Context: an optimization exercise on an open-source flow, tuned for small area, a short achievable clock period and few clock cycles per item. The choices shown serve that exercise and are no tape-out recipe. Function was checked by simulation only, so behaviour that the tests miss may differ from the original. No driver is modelled on the clock port, so clocking that relies on it looks cheaper here than on a real chip. No activity file was given, so power comes from the tool's default toggle rates.

### flow/flow/run.sh
#!/bin/bash
# Layout flow: the standard ORFS flow, run stage by stage, with
#  - port buffers of a regular buffer cell (buf_4) instead of the default pick,
#  - timing repair aimed below the clock period only from CTS on (the
#    floorplan-stage sizing, before any net is buffered, gets no margin).
# Each stage's full output goes to its own log in this folder.
set -euo pipefail
source flow/vars.sh
bash standard.sh synth > log_1_synth.txt 2>&1
bash standard.sh floorplan > log_2_floorplan.txt 2>&1
bash standard.sh "BUFFER_PORTS_ARGS=-buffer_cell sky130_fd_sc_hd__buf_4" place > log_3_place.txt 2>&1
bash standard.sh "${LATE_VARS[@]}" cts > log_4_cts.txt 2>&1
bash standard.sh "${LATE_VARS[@]}" route > log_5_route.txt 2>&1
bash standard.sh "${LATE_VARS[@]}" finish > log_6_finish.txt 2>&1
### flow/flow/vars.sh
# make variables for the stages from CTS on
LATE_VARS=(SETUP_SLACK_MARGIN=4.7 TNS_END_PERCENT=20)
### flow/standard.sh
#!/bin/bash
# synth_recipe.tcl (not shown) runs the flow's synth.tcl, then flattens the netlist and writes it again
# the make line also repeats each setting of config.mk as NAME=value (left out here)
make -C /OpenROAD-flow-scripts/flow DESIGN_CONFIG=/design/flow/config.mk WORK_HOME=/design/flow/orfs CLKGATE_MAP_FILE= SYNTH_SCRIPT=/design/flow/synth_recipe.tcl "${@:-finish}"
### flow/config.mk
export PLATFORM = sky130hd
export DESIGN_NAME = lz78_enc
export DESIGN_NICKNAME = lz78_enc
export VERILOG_FILES = /design/flow/design.v
export SDC_FILE = /design/flow/constraint.sdc
export NUM_CORES = 4
export LEC_CHECK = 0
export CAP_MARGIN = 20
export CORE_MARGIN = 2
export CORE_UTILIZATION = 55
export SLEW_MARGIN = 20
### flow/constraint.sdc
create_clock -name core_clock -period 8.0 [get_ports {clk}]
set_input_delay 1.6000 -clock core_clock [delete_from_list [all_inputs] [get_ports {clk}]]
set_output_delay 1.6000 -clock core_clock [all_outputs]
set_load 0.01 [all_outputs]
### flow/design.v
module lz78_enc (
    input  wire        clk,
    input  wire        rst,
    input  wire        in_valid,
    output wire        in_ready,
    input  wire [7:0]  in_sym,
    input  wire        in_last,
    output wire        out_valid,
    input  wire        out_ready,
    output wire [1:0]  out_type,
    output wire [15:0] out_code,
    output wire [7:0]  out_sym
);
    localparam T_PAIR = 2'd0;
    localparam T_SENT = 2'd1;
    localparam T_END  = 2'd2;
    localparam T_ERR  = 2'd3;
    localparam QN = 3;           
    reg        in_rdy;           
    reg        v_r;              
    reg  [7:0] s_r;
    reg        l_r;
    reg  [7:0] s_b, s_w;
    reg  [7:0] cur_b, cur_w;
    reg  [7:0] cur;              
    reg  [8:0] dsz;              
    reg [15:0] wsel_h;           
    reg [15:0] wsel_l;           
    reg [15:0] vth_h;            
    reg [15:0] vth_l;            
    reg [15:0] idx;              
    reg        drain;            
    reg  [1:0] q_t [0:QN-1];
    reg  [7:0] q_a [0:QN-1];
    reg  [7:0] q_b [0:QN-1];
    reg        q_e [0:QN-1];     
    reg  [1:0] q_wp, q_rp;
    reg  [2:0] q_n;              
    reg        ov;
    reg  [1:0] ot;
    reg [15:0] oc;
    reg  [7:0] os;
    reg        oe;               
    reg  [8:0] end_d;            
    reg        end_p;            
    wire stall = q_n[2] || (l_r && end_p);
    wire adv   = v_r && !stall;          
    wire go    = adv && !drain;          
    wire full  = dsz[8];
    assign in_ready = in_rdy;
    wire [3:0] d_hi = dsz[7:4];
    wire [3:0] d_lo = dsz[3:0];
    wire [255:0] match;
    assign match[0] = 1'b0;
    genvar k;
    generate
        for (k = 1; k < 256; k = k + 1) begin : ent
            localparam PW = (k > 128) ? 8 : (k > 64) ? 7 : (k > 32) ? 6 : (k > 16) ? 5 :
                            (k > 8) ? 4 : (k > 4) ? 3 : (k > 2) ? 2 : (k > 1) ? 1 : 0;
            reg [7:0] sym;
            wire vld = vth_h[k >> 4] || (wsel_h[k >> 4] && vth_l[k & 15]);
            wire we  = wsel_h[k >> 4] && wsel_l[k & 15];
            wire [7:0] cc = (k < 128) ? cur : cur_b;
            wire [7:0] sc = (k < 128) ? s_r : s_b;
            wire pmatch;
            if (PW == 0) begin : p0
                assign pmatch = (cc == 8'd0);
            end else if (PW == 8) begin : p8
                reg [7:0] par;
                always @(posedge clk)
                    if (we) par <= cur_w;
                assign pmatch = (par == cc);
            end else begin : pn
                reg [PW-1:0] par;
                always @(posedge clk)
                    if (we) par <= cur_w[PW-1:0];
                assign pmatch = (par == cc[PW-1:0]) && (cc[7:PW] == 0);
            end
            always @(posedge clk)
                if (we) sym <= s_w;
            assign match[k] = vld && pmatch && (sym == sc);
        end
    endgenerate
    reg [7:0] j;
    integer m;
    always @(*) begin
        j = 8'd0;
        for (m = 1; m < 256; m = m + 1)
            j = j | (match[m] ? m[7:0] : 8'd0);
    end
    wire hit = |match;
    reg  [1:0] r_t;
    reg  [7:0] r_a, r_b;
    reg        r_e;
    always @(*) begin
        if (hit) begin
            r_t = T_SENT; r_a = j;        r_b = 8'd0;      r_e = 1'b1;
        end else if (full) begin
            r_t = T_ERR;  r_a = idx[7:0]; r_b = idx[15:8]; r_e = 1'b0;
        end else begin
            r_t = T_PAIR; r_a = cur;      r_b = s_r;       r_e = l_r;
        end
    end
    wire push = go && (!hit || l_r);
    wire grow = !hit && !full;           
    wire [8:0] dsz_p1 = dsz + 9'd1;
    wire [8:0] dsz_nx = grow ? dsz_p1 : dsz;
    wire [15:0] wsel_l_p1 = {wsel_l[14:0], wsel_l[15]};
    wire [15:0] wsel_h_p1 = wsel_l[15] ? {wsel_h[14:0], 1'b0} : wsel_h;
    wire [15:0] vth_l_p1  = wsel_l[15] ? 16'd0 : {vth_l[14:0], 1'b1};
    wire [15:0] vth_h_p1  = wsel_l[15] ? {vth_h[14:0], 1'b1} : vth_h;
    wire o_ld    = !ov || out_ready;
    wire o_end   = ov && oe;             
    wire pop     = o_ld && !o_end && q_n[0];
    wire [2:0] q_n_p1 = {q_n[1:0], 1'b1};
    wire [2:0] q_n_m1 = {1'b0, q_n[2:1]};
    wire v_nx     = (in_valid && in_rdy) || (v_r && stall);
    wire l_nx     = in_rdy ? in_last : l_r;
    wire qfull_nx = (go && !pop) ? q_n[1] : (go || !pop) && q_n[2];
    wire endp_nx  = end_p || (go && l_r);
    always @(posedge clk) begin
        if (go) begin
            q_t[q_wp] <= r_t;
            q_a[q_wp] <= r_a;
            q_b[q_wp] <= r_b;
            q_e[q_wp] <= r_e;
        end
    end
    always @(posedge clk) begin
        if (rst) begin
            in_rdy <= 1'b0;
            v_r    <= 1'b0;
            s_b    <= 8'd0;
            cur    <= 8'd0;
            dsz    <= 9'd1;
            wsel_h <= 16'd1;
            wsel_l <= 16'd2;
            vth_h  <= 16'd0;
            vth_l  <= 16'd1;
            idx    <= 16'd0;
            drain  <= 1'b0;
            q_wp   <= 2'd0;
            q_rp   <= 2'd0;
            q_n    <= 3'd0;
            ov     <= 1'b0;
            oe     <= 1'b0;
            end_p  <= 1'b0;
        end else begin
            v_r    <= v_nx;
            if (in_rdy)
                s_b <= in_sym;
            in_rdy <= !v_nx || !(qfull_nx || (l_nx && endp_nx));
            if (go) begin
                cur <= l_r ? 8'd0 : j;
                idx <= l_r ? 16'd0 : idx + 16'd1;
                if (l_r) begin
                    dsz    <= 9'd1;
                    wsel_h <= 16'd1;
                    wsel_l <= 16'd2;
                    vth_h  <= 16'd0;
                    vth_l  <= 16'd1;
                end else if (grow) begin
                    dsz    <= dsz_p1;
                    wsel_h <= wsel_h_p1;
                    wsel_l <= wsel_l_p1;
                    vth_h  <= vth_h_p1;
                    vth_l  <= vth_l_p1;
                end
                drain <= !hit && full && !l_r;
            end else if (adv && l_r) begin
                idx    <= 16'd0;
                dsz    <= 9'd1;
                wsel_h <= 16'd1;
                wsel_l <= 16'd2;
                vth_h  <= 16'd0;
                vth_l  <= 16'd1;
                drain  <= 1'b0;
            end
            if (push)
                q_wp <= (q_wp == QN - 1) ? 2'd0 : q_wp + 2'd1;
            if (pop)
                q_rp <= (q_rp == QN - 1) ? 2'd0 : q_rp + 2'd1;
            if (push && !pop)
                q_n <= q_n_p1;
            else if (!push && pop)
                q_n <= q_n_m1;
            if (go && l_r && (hit || !full))
                end_p <= 1'b1;
            else if (o_ld && o_end)
                end_p <= 1'b0;
            if (o_ld) begin
                ov <= o_end || q_n[0];
                oe <= !o_end && q_e[q_rp];
            end
        end
    end
    always @(posedge clk) begin
        if (in_rdy) begin
            s_r <= in_sym;
            l_r <= in_last;
        end
        if (in_rdy && in_valid)
            s_w <= in_sym;
        if (go) begin
            cur_b <= l_r ? 8'd0 : j;
            cur_w <= j;
        end
        if (go && l_r)
            end_d <= dsz_nx;
        if (o_ld) begin
            if (o_end) begin
                ot <= T_END;
                oc <= {7'd0, end_d};
                os <= 8'd0;
            end else begin
                ot <= q_t[q_rp];
                oc <= (q_t[q_rp] == T_ERR) ? {q_b[q_rp], q_a[q_rp]} : {8'd0, q_a[q_rp]};
                os <= (q_t[q_rp] == T_PAIR) ? q_b[q_rp] : 8'd0;
            end
        end
    end
    assign out_valid = ov;
    assign out_type  = ot;
    assign out_code  = oc;
    assign out_sym   = os;
endmodule
==> run summary <==
## cells in the mapped netlist, types with 32 or more instances
master,n,area share
buf_2,53,0.0015
a21oi_1,300,0.0085
nand3_1,236,0.0067
or4_1,61,0.0026
nand4_1,282,0.010
nor3_1,139,0.0040
o22ai_1,66,0.0023
nor4_1,700,0.025
xor2_1,2814,0.14
dfxtp_1,121,0.014
clkbuf_1,191,0.0041
and2_1,276,0.0098
edfxtp_1,3949,0.67
buf_4,272,0.012
nand2_1,174,0.0037
mux2i_1,61,0.0035
nor2_1,285,0.0061
buf_6,108,0.0069
xnor2_1,1020,0.051
o21ai_0,48,0.0014
a32o_1,32,0.0018
## layout by cell type, fill, tap and decap left out, types with 61 or more instances in the layout
master | synthesis | final
a21oi_1 | 300 | 299
and2_1 | 276 | 274
buf_12 | 0 | 135
buf_16 | 0 | 66
buf_4 | 272 | 620
buf_6 | 108 | 76
clkbuf_1 | 191 | 117
clkbuf_16 | 0 | 479
clkinv_1 | 1 | 75
clkinv_2 | 0 | 85
dfxtp_1 | 121 | 72
diode_2 | 0 | 106
edfxtp_1 | 3949 | 3949
mux2i_1 | 61 | 61
nand2_1 | 174 | 170
nand3_1 | 236 | 228
nand4_1 | 282 | 282
nor2_1 | 285 | 274
nor3_1 | 139 | 105
nor4_1 | 700 | 607
xnor2_1 | 1020 | 1015
xor2_1 | 2814 | 2797
## cells by family after synthesis
logic type	count (synthesis)
xor gates and xnor gates	3834
buffers and inverters	658
and+or+nand+nor	2261
adders and majority gates	3
AOI/OAI and AO/OA	562
muxes	62
DFF	4070
## per-layer routing
metal | up-vias | track usage | share of wire
li1 | 43537 | - | -
met1 | 56285 | 0.5132 | 0.36
met2 | 7505 | 0.6101 | 0.46
met3 | 1723 | 0.07855 | 0.11
met4 | 18 | 0.2137 | 0.067
met5 | - | 0 | 0.00019
## power by group through the flow
stage          registers, mW  logic, mW  clock network, mW
4_1_cts                 23.3       1.84               19.3
3_3_place_gp            23.8       1.60                  0
2_1_floorplan           23.8      0.918                  0
6_report                23.3       2.06               19.2
5_1_grt                 23.3       2.09               20.1
3_5_place_dp            23.8       1.61                  0
## worst max path at each step
stage                                      to           startpoint  depth (start not counted)
finish                    q_a[0][1]$_DFFE_PP_  cur[1]$_SDFFE_PP0P_                         12
global route            vth_l[8]$_SDFFE_PP0P_     s_r[3]$_DFFE_PP_                         20
CTS                     vth_h[4]$_SDFFE_PP0P_  s_b[4]$_SDFFE_PP0P_                         19
detailed placement     vth_l[14]$_SDFFE_PP0P_   cur_b[4]$_DFFE_PP_                         13
global placement        vth_l[3]$_SDFFE_PP0P_  s_b[2]$_SDFFE_PP0P_                         11
floorplan           ent[100].sym[0]$_DFFE_PP_     s_w[0]$_DFFE_PP_                          0
## metrics by stage
step	util	hold slack, ns	setup WS, ns	cell area, um2
global route	0.6436	0.5201	3.763	204700
global placement	0.5706	0.4686	0.9749	181500
finish	0.6442	0.4869	3.732	204900
floorplan	-	0.4498	3.968	175900
CTS	0.6290	0.4898	3.810	200000
detailed placement	0.5716	0.4812	1.545	181800
## state kept, by name (all words and copies together), names as in the netlist, 9 cells and up, named ones only
signal / count
dsz: 9
end_d: 9
ent.genblk1.p8.par: 1016
ent.genblk1.pn.par: 769
ent.sym: 2040
idx: 16
oc: 16
q_a: 24
q_b: 24
vth_h: 16
vth_l: 16
wsel_h: 16
wsel_l: 16
## cell type report
class | instances | share of cell area
flip-flops and latches | 4070 | 0.5913
multi-input cells | 6722 | 0.2588
repair buffers | 981 | 0.05821
clock buffers | 560 | 0.05608
well taps | 4180 | 0.02552
clock inverters | 210 | 0.008457
diodes | 106 | 0.001295
inverters | 18 | 0.0003297
## timing repair
item | in CTS | in global routing
cloned | 31 | 40
resized for setup | 335 | 305
endpoints found under the setup margin | 172 | 179
pin swaps | 59 | 109
buffers inserted | 210 | 224
## worst register-to-register path, cell delays in order, from the launching register on
cell,delay [ns]
dfxtp_4,0.39
buf_12,0.17
buf_12,0.18
buf_4,0.37
xor2_1,0.19
nor4_1,0.06
nand2_1,0.38
o22ai_1,0.43
nor3_1,0.49
nand4_1,0.15
nor4_1,0.57
nand4_1,0.35
o21bai_1,0.29
==> reports/qor.csv <==
stage,metric,value,unit
finish,Area Overhead vs Synth,16.47,%
setup_path,CP required,8.75,ns
timing,Final Max Tran Viols,29,
finish,area of the multi-input gates,0.05304,mm2
yosys,simple logic cell fraction of the synthesized area,0.07254,
timing,worst-margin pin slew,1.533,ns
outcome,Fail Reasons,slew limit,
placement,GPL Wtd Cong,0.9009,
yosys,synth unique cells,75,
clock_tree,clk latency of the worst-skew pair,1.02,ns
timing,Setup Viol. Count Final,0,
timing,clock skew,0.04121,ns
yosys,mean area per synthesized cell,15.37,um2
die,Die Area,0.3244,mm2
setup_path,Worst Reg-to-Reg Cells,12,
timing,FMAX,234.3,MHz
power_and_ir_drop,Clk pwr share,0.432,
power_and_ir_drop,sequential power share,0.522,
detailed_routing,average wire per standard cell,38.85,um
timing,slew margin rel.,-0.02214,
outcome,status,"complete, but fails checks",
placement,Port Buffers,40,
power_and_ir_drop,cell leakage power,72.09,nW
setup_path,WP buf/inv,3,
finish,Fillers,22849,
setup_path,CP Launch Type,flip-flop,
setup_path,CP Data Arrival Time,5.02,ns
die,row count,207,
detailed_routing,DRC,0,
yosys,yosys warns,1,
power_and_ir_drop,P_sw,9.726,mW
setup_path,Critical R2R Capture,q_a[0][1]$_DFFE_PP_,
finish,Post-Layout Cell Count,16847,
detailed_routing,Initial DRT Pass Iterations,8,
setup_path,critical path's slowest cell,nor4_1,
yosys,mux cell area share after synthesis,0.003535,
setup_path,Setup crit end kind,flip-flop,
setup_path,CP Class,flip-flop to flip-flop,
timing,RSZ-0062 raised after global routing,yes,
clock_tree,clk sinks,4070,
setup_path,"Max FO, Critical Path",12,
yosys,complex-gate fraction of the synthesized area,0.01969,
clock_tree,H-tree Lvls,5,
setup_path,crit-path max cell delay,0.57,ns
yosys,syn nets,11466,
setup_path,flop2flop setup slack,3.73,ns
global_route,vias in the first global route,101998,
detailed_routing,1st-iter DRT viols,17167,
detailed_routing,via density per instance,6.474,
yosys,Post-Syn Area,0.1759,mm2
global_route,first-pass GRT wire length,863500,um
timing,period utilisation layout,0.5334,
yosys,sequential area share after synthesis,0.6878,
power_and_ir_drop,power density over cell area,217.4,mW/mm2
die,die height,569.6,um
clock_tree,Clock Tree Buf Depth,4,
yosys,largest family of logic cells by synthesized area,XOR/XNOR gates,
global_route,initial antenna violation count,57,
power_and_ir_drop,Peak supply drop,0.0001903,V
yosys,Post-Synth XOR/XNOR Area,0.1909,
timing,setup_tns,0,ns
yosys,Synth Area in Adders,0.0002134,
yosys,fraction of registers with async set/reset,0,
finish,Register Area,0.1212,mm2
clock_tree,Hold Buf Count CTS,0,
timing,Hold Fails Final Rpt,0,
power_and_ir_drop,combinational power share,0.046,
timing,minimum clock period,4.268,ns
detailed_routing,via count,109068,
clock_tree,Root Buffer,clkbuf_16,
worst_hold_path,WHS Path Cells,2,
global_route,GRT Total Usage,0.3897,
placement,cell total after placement,15465,
placement,HPWL Detailed,333300,um
detailed_routing,Routed Antenna Nets,0,
setup_path,worst r2r src,cur[1]$_SDFFE_PP0P_,
flow_run,Max-Cap Viols,0,
setup_path,CP cell instances,"buf_12, buf_12, buf_4, xor2_1, nor4_1, nand2_1, o22ai_1, nor3_1, nand4_1, nor4_1, nand4_1, o21bai_1",
clock_tree,CTS Buf Count,427,
finish,share of layout cells above drive strength 1,0.1530,
clock_tree,TritonCTS clock tree,yes,
worst_hold_path,Hold Startpoint,wsel_l[5]$_SDFFE_PP0P_,
detailed_routing,final WL,654500,um
worst_hold_path,Worst Hold Class,flip-flop to flip-flop,
setup_path,"delay-heaviest family, CP",simple AND/OR/NAND/NOR gates,
power_and_ir_drop,post-layout total power,44.56,mW
worst_hold_path,Worst Hold End,wsel_l[5]$_SDFFE_PP0P_,
finish,Final #Nets,12236,
yosys,most used flip-flop cell after synthesis,edfxtp_1,
global_route,aggregate global routing overflow,0,
power_and_ir_drop,P_int,34.83,mW
die,io pins,41,
die,Initial Utilization,0.5532,
die,Die W,569.6,um
clock_tree,clock-pin slew on the worst setup and hold paths,0.07,ns
yosys,Post-synth EDFFs,3949,
power_and_ir_drop,switching part of the total power,0.2183,
yosys,Yosys reg bits,4070,
yosys,cell count after synthesis,11450,
global_route,largest net degree at the start of global routing,133,
die,core area,0.3181,mm2
Testbench counts, summed over its fixed seeds: cycles 22,950, items 22,920.

what the ideal ports hide:
No port has a modelled driver above. Below, the same layout with a new extraction and two added sets of constraints.
Step 1 assumes that a clkbuf_16 drives the clock port and a buf_2 every other input.
Step 2 times the ports against the registers' clock, not the clock port: input delays grow and output delays shrink by t, the midpoint of the rising clock arrivals with the driver on.
Slacks: ideal / step 1 / step 2; pairs: ideal / step 1.
shift t [ns]: 1.088
setup slack, ns: 3.732 / 3.732 / 3.732
worst setup path at the end: register to register
slew at the worst register clock pin (ns): 0.07 / 0.07
The setup slack of this run moves by 0.000 ns with the drivers and by 0.000 ns with both steps.
